What follows belongs to an exercise in optimizing a design on an open flow for small area, a short achievable clock period and few clock cycles per item; a production flow would make more cautious choices. Only simulation tests tie the RTL to the original design; equivalence was not proved. Power figures rest on the tool's default switching activity, not on a simulated workload.

==> inputs of job 2200 <==
==> flow/design.v <==
module ioc_audio_enc (
    input  wire        clk,
    input  wire        rst,
    input  wire [1:0]  cfg_coding,
    input  wire        cfg_word_sel,
    input  wire [63:0] now_us,
    input  wire        in_valid,
    output wire        in_ready,
    input  wire [63:0] in_frame,
    output reg         out_valid,
    input  wire        out_ready,
    output reg  [7:0]  out_data,
    output reg         out_last,
    output reg  [31:0] bad_cnt
);
    localparam [1:0] C_PCM = 2'd0, C_U8 = 2'd1, C_U10 = 2'd2;
    localparam integer N = 31;
    reg rst_r;
    reg is_pcm, is_u8, is_u10, wsel_r;
    reg [1:0] coding;
    always @(posedge clk) begin
        rst_r  <= rst;
        coding <= cfg_coding;
        is_pcm <= (cfg_coding == C_PCM);
        is_u8  <= (cfg_coding == C_U8);
        is_u10 <= (cfg_coding == C_U10);
        wsel_r <= cfg_word_sel;
    end
    wire srst = rst_r;
    reg  [23:0] ir_raw;
    reg         ir_v, ir_last;
    reg  [8:0]  iidx;         
    reg  [63:0] ts;
    reg         ts_v;
    reg         in_ready_r;
    assign in_ready = in_ready_r;
    wire in_fire = in_valid & in_ready_r;
    wire [31:0] word = wsel_r ? in_frame[63:32] : in_frame[31:0];
    wire        bad  = (word[23:16] != 8'hFF);
    reg  [3:0]  shift;
    reg  [5:0]  umin;
    reg  [1:0]  bst;          
    reg  [5:0]  shc;
    reg         sh_up, sh_dn;
    reg  [15:0] p16;
    reg  [7:0]  pt;           
    reg  [4:0]  pu;           
    reg         p_v, p_half, p_last;
    wire [31:0] raw  = {{8{ir_raw[23]}}, ir_raw};
    wire [31:0] p    = raw << shift;
    wire [23:0] umag = ir_raw[23] ? (~ir_raw + 24'd1) : ir_raw;
    reg  [7:0]  thr;
    reg  [4:0]  uval;
    integer t;
    always @* begin
        for (t = 0; t < 8; t = t + 1)
            thr[t] = p[31] ? (~&(p | ((32'd1 << (23 + t)) - 32'd1)) | ((p & ((32'd1 << (23 + t)) - 32'd1)) == 32'd0))
                           : (|(p[30:0] >> (23 + t)));
        uval = 5'd31;
        for (t = 0; t < 24; t = t + 1)
            if (umag[t]) uval = 5'd30 - t[4:0];
    end
    reg  [N-1:0] v;
    reg  [12:0]  d [0:N-1];
    reg  [4:0]   cnt;         
    wire full = (cnt == 5'd31);
    reg  pop;                 
    reg  [N-1:0] hole_le;
    integer i;
    always @* begin
        hole_le[0] = ~v[0];
        for (i = 1; i < N; i = i + 1) hole_le[i] = hole_le[i-1] | ~v[i];
    end
    wire [N-1:0] ld = hole_le | {N{pop}};
    wire hold  = (bst != 2'd0) | (p_v & p_last);
    wire push  = p_v & ld[N-1];
    wire p_fin = ~is_pcm | p_half;            
    wire pdone = push & p_fin;
    wire p_ld  = ir_v & ~hold & (~p_v | pdone);
    reg  [1:0]  acode;
    always @*
        acode = is_u8 ? (pt[5] ? 2'd3 : pt[3] ? 2'd2 : pt[1] ? 2'd1 : 2'd0)
                      : (pt[7] ? 2'd3 : pt[5] ? 2'd2 : pt[3] ? 2'd1 : 2'd0);
    wire [21:0] p16x = {{6{p16[15]}}, p16};
    wire [10:0] wv   = p16x[{acode, 1'b0} +: 11];
    wire [12:0] entry = is_pcm ? {5'd0, p_half ? p16[7:0] : p16[15:8]} : {acode, wv};
    reg  [4:0] ipos;          
    reg  [7:0] acc0, acc1;    
    wire [5:0] sh_diff = umin - shc;
    reg        e_hdr;         
    reg  [3:0] hcnt;
    reg        e_cs;          
    reg  [3:0] e_pair;
    reg  [4:0] e_idx;         
    reg        e_half;        
    reg  [4:0] e_ph;          
    reg  [3:0] ecs, cs1;
    reg  [15:0] seq;
    function [3:0] cs_of(input [7:0] a, input u10);
        reg [3:0] c;
        begin
            c = a[7] ? 4'd8 : a[6] ? 4'd7 : a[5] ? 4'd6 : a[4] ? 4'd5 :
                a[3] ? 4'd4 : a[2] ? 4'd3 : a[1] ? 4'd2 : a[0] ? 4'd1 : 4'd0;
            cs_of = u10 ? ((c > 4'd2) ? c - 4'd2 : 4'd0) : c;
        end
    endfunction
    wire [3:0] ncs0 = cs_of(acc0, is_u10);
    wire [3:0] ncs1 = cs_of(acc1 | pt, is_u10);
    wire [15:0] body_len = is_u8 ? 16'd330 : is_u10 ? 16'd410 : 16'd640;
    reg  [7:0] hdr_byte;
    always @* begin
        case (hcnt)
            4'd0:  hdr_byte = 8'h5A;
            4'd1:  hdr_byte = {6'd0, coding};
            4'd2:  hdr_byte = seq[15:8];
            4'd3:  hdr_byte = seq[7:0];
            4'd4:  hdr_byte = ts[63:56];
            4'd5:  hdr_byte = ts[55:48];
            4'd6:  hdr_byte = ts[47:40];
            4'd7:  hdr_byte = ts[39:32];
            4'd8:  hdr_byte = ts[31:24];
            4'd9:  hdr_byte = ts[23:16];
            4'd10: hdr_byte = ts[15:8];
            4'd11: hdr_byte = ts[7:0];
            4'd12: hdr_byte = body_len[15:8];
            default: hdr_byte = body_len[7:0];
        endcase
    end
    wire [12:0] d0 = d[0];
    wire [12:0] d1 = d[1];
    wire [3:0]  dl0 = ecs - {1'b0, d0[12:11], 1'b0};
    wire [3:0]  dl1 = ecs - {1'b0, d1[12:11], 1'b0};
    wire [10:0] s0 = $signed(d0[10:0]) >>> dl0;
    wire [10:0] s1 = $signed(d1[10:0]) >>> dl1;
    wire [9:0]  c0 = s0[9:0];
    wire [9:0]  c1 = s1[9:0];
    wire [7:0]  u10_byte = ({8{e_ph[0]}} & c0[9:2])
                         | ({8{e_ph[1]}} & {c0[1:0], c1[9:4]})
                         | ({8{e_ph[2]}} & {c0[3:0], c1[9:6]})
                         | ({8{e_ph[3]}} & {c0[5:0], c1[9:8]})
                         | ({8{e_ph[4]}} & c0[7:0]);
    reg        sk_v, sk_l;
    reg  [7:0] sk_d;
    wire eok      = ~sk_v;                
    wire oreg_ld  = ~out_valid | out_ready;
    wire last_smp = (e_pair == 4'd9) & (e_idx == 5'd31);
    wire can_hdr  = e_hdr & ts_v;
    wire can_cs   = ~e_hdr & ~is_pcm & e_cs & full & p_v;
    wire can_smp  = ~e_hdr & (is_pcm ? v[0] : ~e_cs);
    wire produce  = can_hdr | can_cs | can_smp;
    wire smp_pop  = is_pcm | is_u8 | ~e_ph[0];
    wire smp_adv  = is_pcm ? e_half : smp_pop;      
    reg [7:0] nbyte;
    always @* begin
        if (e_hdr)       nbyte = hdr_byte;
        else if (is_pcm) nbyte = d0[7:0];
        else if (e_cs)   nbyte = {ncs0, ncs1};
        else if (is_u8)  nbyte = s0[7:0];
        else             nbyte = u10_byte;
    end
    wire nlast = ~e_hdr & (is_pcm | ~e_cs) & smp_adv & last_smp;
    wire f_hdr = eok & can_hdr;
    wire f_cs  = eok & can_cs;
    wire f_smp = eok & can_smp;
    wire smp_last_fire = f_smp & smp_adv & (e_idx == 5'd31);
    wire e_hdr_n = (f_hdr & (hcnt == 4'd13)) ? 1'b0 : (smp_last_fire & (e_pair == 4'd9)) ? 1'b1 : e_hdr;
    wire e_cs_n  = f_cs ? 1'b0 : smp_last_fire ? 1'b1 : e_cs;
    wire [4:0] e_ph_n = (f_smp & is_u10) ? {e_ph[3:0], e_ph[4]} : e_ph;
    wire sk_v_n  = ~oreg_ld & (sk_v | (eok & produce));
    wire ir_v_n   = in_fire | (ir_v & ~p_ld);
    wire p_v_n    = p_ld | (p_v & ~pdone);
    wire p_half_n = p_ld ? 1'b0 : (push ? ~p_half : p_half);
    wire p_last_n = p_ld ? ir_last : p_last;
    wire v0_n     = ld[0] ? v[1] : v[0];
    wire full_n   = pop ? (push & full) : (full | (push & (cnt == 5'd30)));
    wire [1:0] bst_n = (bst != 2'd0) ? bst + 2'd1 : (pdone & p_last) ? 2'd1 : 2'd0;
    wire hold_n   = (bst_n != 2'd0) | (p_v_n & p_last_n);
    wire pop_n    = ~sk_v_n & ~e_hdr_n & (is_pcm ? v0_n : (~e_cs_n & (is_u8 | ~e_ph_n[0])));
    wire in_ready_n = ~ir_v_n | (~hold_n & (~p_v_n | ((~is_pcm | p_half_n) & (~full_n | pop_n))));
    integer j;
    always @(posedge clk) begin
        for (j = 0; j < N-1; j = j + 1)
            if (ld[j]) d[j] <= d[j+1];
        if (ld[N-1]) d[N-1] <= entry;
        if (in_ready_r) begin
            ir_raw  <= {word[15:0], word[31:24]};
            ir_last <= (iidx == 9'd319);
        end
        if (in_ready_r & ~ts_v & (iidx == 9'd0)) ts <= now_us;
        if (p_ld) begin
            p16 <= p[31:16];
            pt  <= thr;
            pu  <= uval;
        end
        if (push & ~is_pcm) begin
            if (ipos == 5'd0)       acc0 <= pt;
            else if (~ipos[4])      acc0 <= acc0 | pt;
            if (ipos == 5'd16)      acc1 <= pt;
            else if (ipos[4])       acc1 <= acc1 | pt;
        end
        if (bst == 2'd1) shc <= ({2'b00, shift} < umin) ? {2'b00, shift} : umin;
        if (bst == 2'd2) begin
            sh_up <= (sh_diff > 6'd4) && (shc < 6'd12);
            sh_dn <= (sh_diff < 6'd4) && (shc > 6'd0);
        end
        if (f_cs) begin
            ecs <= ncs0;
            cs1 <= ncs1;
        end
        if (f_smp & smp_adv & (e_idx == 5'd15)) ecs <= cs1;
        if (srst) begin
            bad_cnt    <= 32'd0;
            in_ready_r <= 1'b1;
            ir_v       <= 1'b0;
            iidx       <= 9'd0;
            ts_v       <= 1'b0;
            v          <= {N{1'b0}};
            cnt        <= 5'd0;
            pop        <= 1'b0;
            p_v        <= 1'b0;
            p_half     <= 1'b0;
            p_last     <= 1'b0;
            bst        <= 2'd0;
            shift      <= 4'd0;
            umin       <= 6'd31;
            ipos       <= 5'd0;
            e_hdr      <= 1'b1;
            hcnt       <= 4'd0;
            e_cs       <= 1'b1;
            e_pair     <= 4'd0;
            e_idx      <= 5'd0;
            e_half     <= 1'b0;
            e_ph       <= 5'd1;
            seq        <= 16'd0;
            sk_v       <= 1'b0;
            out_valid  <= 1'b0;
            out_last   <= 1'b0;
        end else begin
            if (in_fire & bad) bad_cnt <= bad_cnt + 32'd1;
            in_ready_r <= in_ready_n;
            ir_v       <= ir_v_n;
            if (in_fire) iidx <= (iidx == 9'd319) ? 9'd0 : iidx + 9'd1;
            for (j = 0; j < N-1; j = j + 1)
                if (ld[j]) v[j] <= v[j+1];
            if (ld[N-1]) v[N-1] <= push;
            cnt    <= cnt + {4'd0, push} - {4'd0, pop};
            pop    <= pop_n;
            p_v    <= p_v_n;
            p_half <= p_half_n;
            p_last <= p_last_n;
            bst    <= bst_n;
            if (pdone) begin
                ipos <= ipos + 5'd1;
                if ({1'b0, pu} < umin) umin <= {1'b0, pu};
            end
            if (bst == 2'd3) begin
                shift <= sh_up ? shc[3:0] + 4'd1 : sh_dn ? shc[3:0] - 4'd1 : shc[3:0];
                umin  <= umin + 6'd1;
            end
            if (oreg_ld) begin
                out_valid <= sk_v | (eok & produce);
                out_data  <= sk_v ? sk_d : nbyte;
                out_last  <= sk_v ? sk_l : nlast;
            end else if (eok & produce) begin
                sk_d <= nbyte;
                sk_l <= nlast;
            end
            sk_v <= sk_v_n;
            e_hdr <= e_hdr_n;
            e_cs  <= e_cs_n;
            e_ph  <= e_ph_n;
            if (f_hdr) hcnt <= (hcnt == 4'd13) ? 4'd0 : hcnt + 4'd1;
            if (f_smp) begin
                if (is_pcm) e_half <= ~e_half;
                if (smp_adv) begin
                    e_idx <= e_idx + 5'd1;
                    if (e_idx == 5'd31) begin
                        e_pair <= (e_pair == 4'd9) ? 4'd0 : e_pair + 4'd1;
                        if (e_pair == 4'd9) seq <= seq + 16'd1;
                    end
                end
            end
            if (in_fire & (iidx == 9'd0)) ts_v <= 1'b1;
            else if (f_hdr & (hcnt == 4'd13)) ts_v <= 1'b0;
        end
    end
endmodule
==> flow/flow/run.sh <==
#!/bin/bash
set -euo pipefail
export SETUP_SLACK_MARGIN=6
bash standard.sh finish > standard_flow.log 2>&1
==> flow/standard.sh <==
#!/bin/bash
# synth_recipe.tcl (not shown) runs the flow's synth.tcl, then flattens the netlist and writes it again
# the make line also repeats each setting of config.mk as NAME=value (left out here)
make -C /OpenROAD-flow-scripts/flow DESIGN_CONFIG=/design/flow/config.mk WORK_HOME=/design/flow/orfs CLKGATE_MAP_FILE= SYNTH_SCRIPT=/design/flow/synth_recipe.tcl "${@:-finish}"
==> flow/config.mk <==
export PLATFORM = sky130hd
export DESIGN_NAME = ioc_audio_enc
export DESIGN_NICKNAME = ioc_audio_enc
export VERILOG_FILES = /design/flow/design.v
export SDC_FILE = /design/flow/constraint.sdc
export NUM_CORES = 4
export LEC_CHECK = 0
export CAP_MARGIN = 20
export CORE_MARGIN = 2
export CORE_UTILIZATION = 40
export PLACE_DENSITY = 0.6
export SLEW_MARGIN = 20
==> flow/constraint.sdc <==
create_clock -name core_clock -period 9.0 [get_ports {clk}]
set_input_delay 1.8000 -clock core_clock [delete_from_list [all_inputs] [get_ports {clk}]]
set_output_delay 1.8000 -clock core_clock [all_outputs]
set_load 0.01 [all_outputs]
==> job 6268 (differences from job 2200) <==
--- a/flow/design.v
+++ b/flow/design.v
@@ -38,3 +38,9 @@
     wire [31:0] word = wsel_r ? in_frame[63:32] : in_frame[31:0];
-    wire        bad  = (word[23:16] != 8'hFF);
+    wire        bad  = wsel_r ? ~&in_frame[55:48] : ~&in_frame[23:16];
+    reg  [31:0] bad_cy;
+    integer b;
+    always @* begin
+        bad_cy[0] = 1'b1;
+        for (b = 1; b < 32; b = b + 1) bad_cy[b] = bad_cy[b-1] & bad_cnt[b-1];
+    end
     reg  [3:0]  shift;
@@ -45,4 +51,5 @@
     reg  [15:0] p16;
-    reg  [7:0]  pt;           
+    reg         pz;           
     reg  [4:0]  pu;           
+    reg         pdec;
     reg         p_v, p_half, p_last;
@@ -50,5 +57,6 @@
     wire [31:0] p    = raw << shift;
-    wire [23:0] umag = ir_raw[23] ? (~ir_raw + 24'd1) : ir_raw;
-    reg  [7:0]  thr;
+    wire [23:0] ux   = ir_raw ^ {24{ir_raw[23]}};
+    wire        udec = ir_raw[23] & ~|(ux[23:1] & ~ux[22:0]);
     reg  [4:0]  uval;
+    reg  [7:0]  pt;           
     integer t;
@@ -56,7 +64,7 @@
         for (t = 0; t < 8; t = t + 1)
-            thr[t] = p[31] ? (~&(p | ((32'd1 << (23 + t)) - 32'd1)) | ((p & ((32'd1 << (23 + t)) - 32'd1)) == 32'd0))
-                           : (|(p[30:0] >> (23 + t)));
+            pt[t] = p16[15] ? (~&(p16 | ((16'd1 << (7 + t)) - 16'd1)) | (pz & ((p16 & ((16'd1 << (7 + t)) - 16'd1)) == 16'd0)))
+                            : (|(p16[14:0] >> (7 + t)));
         uval = 5'd31;
         for (t = 0; t < 24; t = t + 1)
-            if (umag[t]) uval = 5'd30 - t[4:0];
+            if (ux[t]) uval = 5'd30 - t[4:0];
     end
@@ -89,2 +97,3 @@
     wire [5:0] sh_diff = umin - shc;
+    wire [4:0] pu_v = pu - {4'd0, pdec};
     reg        e_hdr;         
@@ -170,2 +179,3 @@
     wire ir_v_n   = in_fire | (ir_v & ~p_ld);
+    wire ir_open  = in_ready_r;
     wire p_v_n    = p_ld | (p_v & ~pdone);
@@ -184,3 +194,3 @@
         if (ld[N-1]) d[N-1] <= entry;
-        if (in_ready_r) begin
+        if (ir_open) begin
             ir_raw  <= {word[15:0], word[31:24]};
@@ -188,7 +198,8 @@
         end
-        if (in_ready_r & ~ts_v & (iidx == 9'd0)) ts <= now_us;
+        if (ir_open & ~ts_v & (iidx == 9'd0)) ts <= now_us;
         if (p_ld) begin
             p16 <= p[31:16];
-            pt  <= thr;
+            pz  <= (p[15:0] == 16'd0);
             pu  <= uval;
+            pdec <= udec;
         end
@@ -238,3 +249,3 @@
         end else begin
-            if (in_fire & bad) bad_cnt <= bad_cnt + 32'd1;
+            bad_cnt <= bad_cnt ^ ({32{in_fire & bad}} & bad_cy);
             in_ready_r <= in_ready_n;
@@ -253,3 +264,3 @@
                 ipos <= ipos + 5'd1;
-                if ({1'b0, pu} < umin) umin <= {1'b0, pu};
+                if ({1'b0, pu_v} < umin) umin <= {1'b0, pu_v};
             end
==> flow/flow/run.sh (replaced) <==
#!/bin/bash
set -euo pipefail
bash standard.sh synth > step_synth.log 2>&1
export SETUP_SLACK_MARGIN=6
export POST_GLOBAL_PLACE_TCL="$PWD/flow/port_bufs.tcl"
bash standard.sh finish > step_layout.log 2>&1
==> flow/flow/port_bufs.tcl (new file) <==
# POST_GLOBAL_PLACE hook: buffer_ports gives every port a clkdlybuf4s50_1
# (a delay cell). Swap those port buffers for plain buf_1 cells; the resize
# and repair steps that follow size them as the loads need.
set n 0
foreach inst [[ord::get_db_block] getInsts] {
  if {[[$inst getMaster] getName] eq "sky130_fd_sc_hd__clkdlybuf4s50_1"
      && [regexp {^(input|output)[0-9]+$} [$inst getName]]} {
    replace_cell [$inst getName] sky130_fd_sc_hd__buf_1
    incr n
  }
}
puts "port_bufs.tcl: $n port buffers now sky130_fd_sc_hd__buf_1"
--- a/flow/config.mk
+++ b/flow/config.mk
@@ -9,4 +9,7 @@
 export CORE_MARGIN = 2
-export CORE_UTILIZATION = 40
-export PLACE_DENSITY = 0.6
+export CORE_UTILIZATION = 55
+export CTS_BUF_LIST = sky130_fd_sc_hd__clkbuf_16
+export CTS_CLUSTER_DIAMETER = 150
+export CTS_CLUSTER_SIZE = 24
+export PLACE_DENSITY = 0.65
 export SLEW_MARGIN = 20
==> job 2458 (differences from job 2200) <==
==> flow/run.sh (new file) <==
#!/bin/bash
# synth_recipe.tcl (not shown) runs the flow's synth.tcl, then flattens the netlist and writes it again
# the make line also repeats each setting of config.mk as NAME=value (left out here)
make -C /OpenROAD-flow-scripts/flow DESIGN_CONFIG=/design/flow/config.mk WORK_HOME=/design/flow/orfs CLKGATE_MAP_FILE= SYNTH_SCRIPT=/design/flow/synth_recipe.tcl finish
--- a/flow/config.mk
+++ b/flow/config.mk
@@ -11,2 +11,3 @@
 export PLACE_DENSITY = 0.6
+export SETUP_SLACK_MARGIN = 5
 export SLEW_MARGIN = 20
removed: flow/flow/run.sh
removed: flow/standard.sh
==> summary of the runs <==
- In job 6268 the sequential share of layout area is higher than in job 2458, by 4.8 points.
- Global-route usage: job 2458 is lower than job 6268 (4.5 points).
- Against job 2458, the sequential power of job 6268 is smaller by about 5%.
- Clock skew: job 2458 is higher than job 2200 (15 ps).
- The lowest clock power belongs to job 6268, the highest to job 2200.
- The lowest cell count belongs to job 6268, the highest to job 2200.
==> figures <==
| item | job 2458 | job 2200 | job 6268 |
|---|---|---|---|
| Result of the run | finished clean | finished clean | finished clean |
| Clock buffer count in the final layout | 107 | 102 | 35 |
| Cell Area, Synth | 30700 um^2 | 30700 um^2 | 29400 um^2 |
| Total number of nets in the final design | 2625 | 2759 | 2581 |
| Switching component of the power | 0.00174 W | 0.00179 W | 0.00135 W |
| Crit path time final | 3750 ps | 3130 ps | 3260 ps |
| Worst setup path class | flip-flop to flip-flop | flip-flop to primary output | flip-flop to flip-flop |
| Buffers inserted during post-CTS setup optimization | 0 | 79 | 42 |
| Clock latency (worst-skew pair) | 610 ps | 610 ps | 580 ps |
| Highest achievable clock rate | 0.267 GHz | 0.320 GHz | 0.307 GHz |
| Fraction of area in registers | 56.0% | 53.3% | 60.8% |
| Required time at the worst-slack endpoint | 9300 ps | 7200 ps | 9330 ps |
| Slew at the pin closest to its max-slew limit | 1060 ps | 1120 ps | 1000 ps |
Testbench counts of job 2200, summed over its fixed seeds: cycles 45,984, blocks 96.
Testbench counts of job 6268, summed over its fixed seeds: cycles 45,984, blocks 96.
Testbench counts of job 2458, summed over its fixed seeds: cycles 45,984, blocks 96.

==> afterwards: timing with drivers on the ports <==
Ports are ideal in the flow. The routed layouts listed here were re-timed in OpenROAD. Step 1 (the two cells are an assumption about what drives the block):
set clk [get_ports {clk}]
set_driving_cell -lib_cell sky130_fd_sc_hd__clkbuf_16 $clk
set_driving_cell -lib_cell sky130_fd_sc_hd__buf_2 [delete_from_list [all_inputs] $clk]
Step 2 adds t to the input delays and takes it off the output delays; t is the mean of the earliest and latest rising clock arrival at the registers after step 1. Input paths then give back, and output paths get back, about the clock's delay inside the block. Three values: ideal ports, drivers, drivers and shift; two values: the first two.
run	t, ns	setup WS [ns]	cell pins on the clock port's net
job 2200	0.667	5.872 / 5.810 / 5.405	1
job 6268	0.625	5.743 / 5.743 / 5.532	1
job 2458	0.657	5.251 / 5.227 / 4.653	1
After both steps every run listed still meets setup and hold. The setup slack of job 2458, which loses most, moves by -0.024 ns with the drivers and by -0.598 ns with both steps.
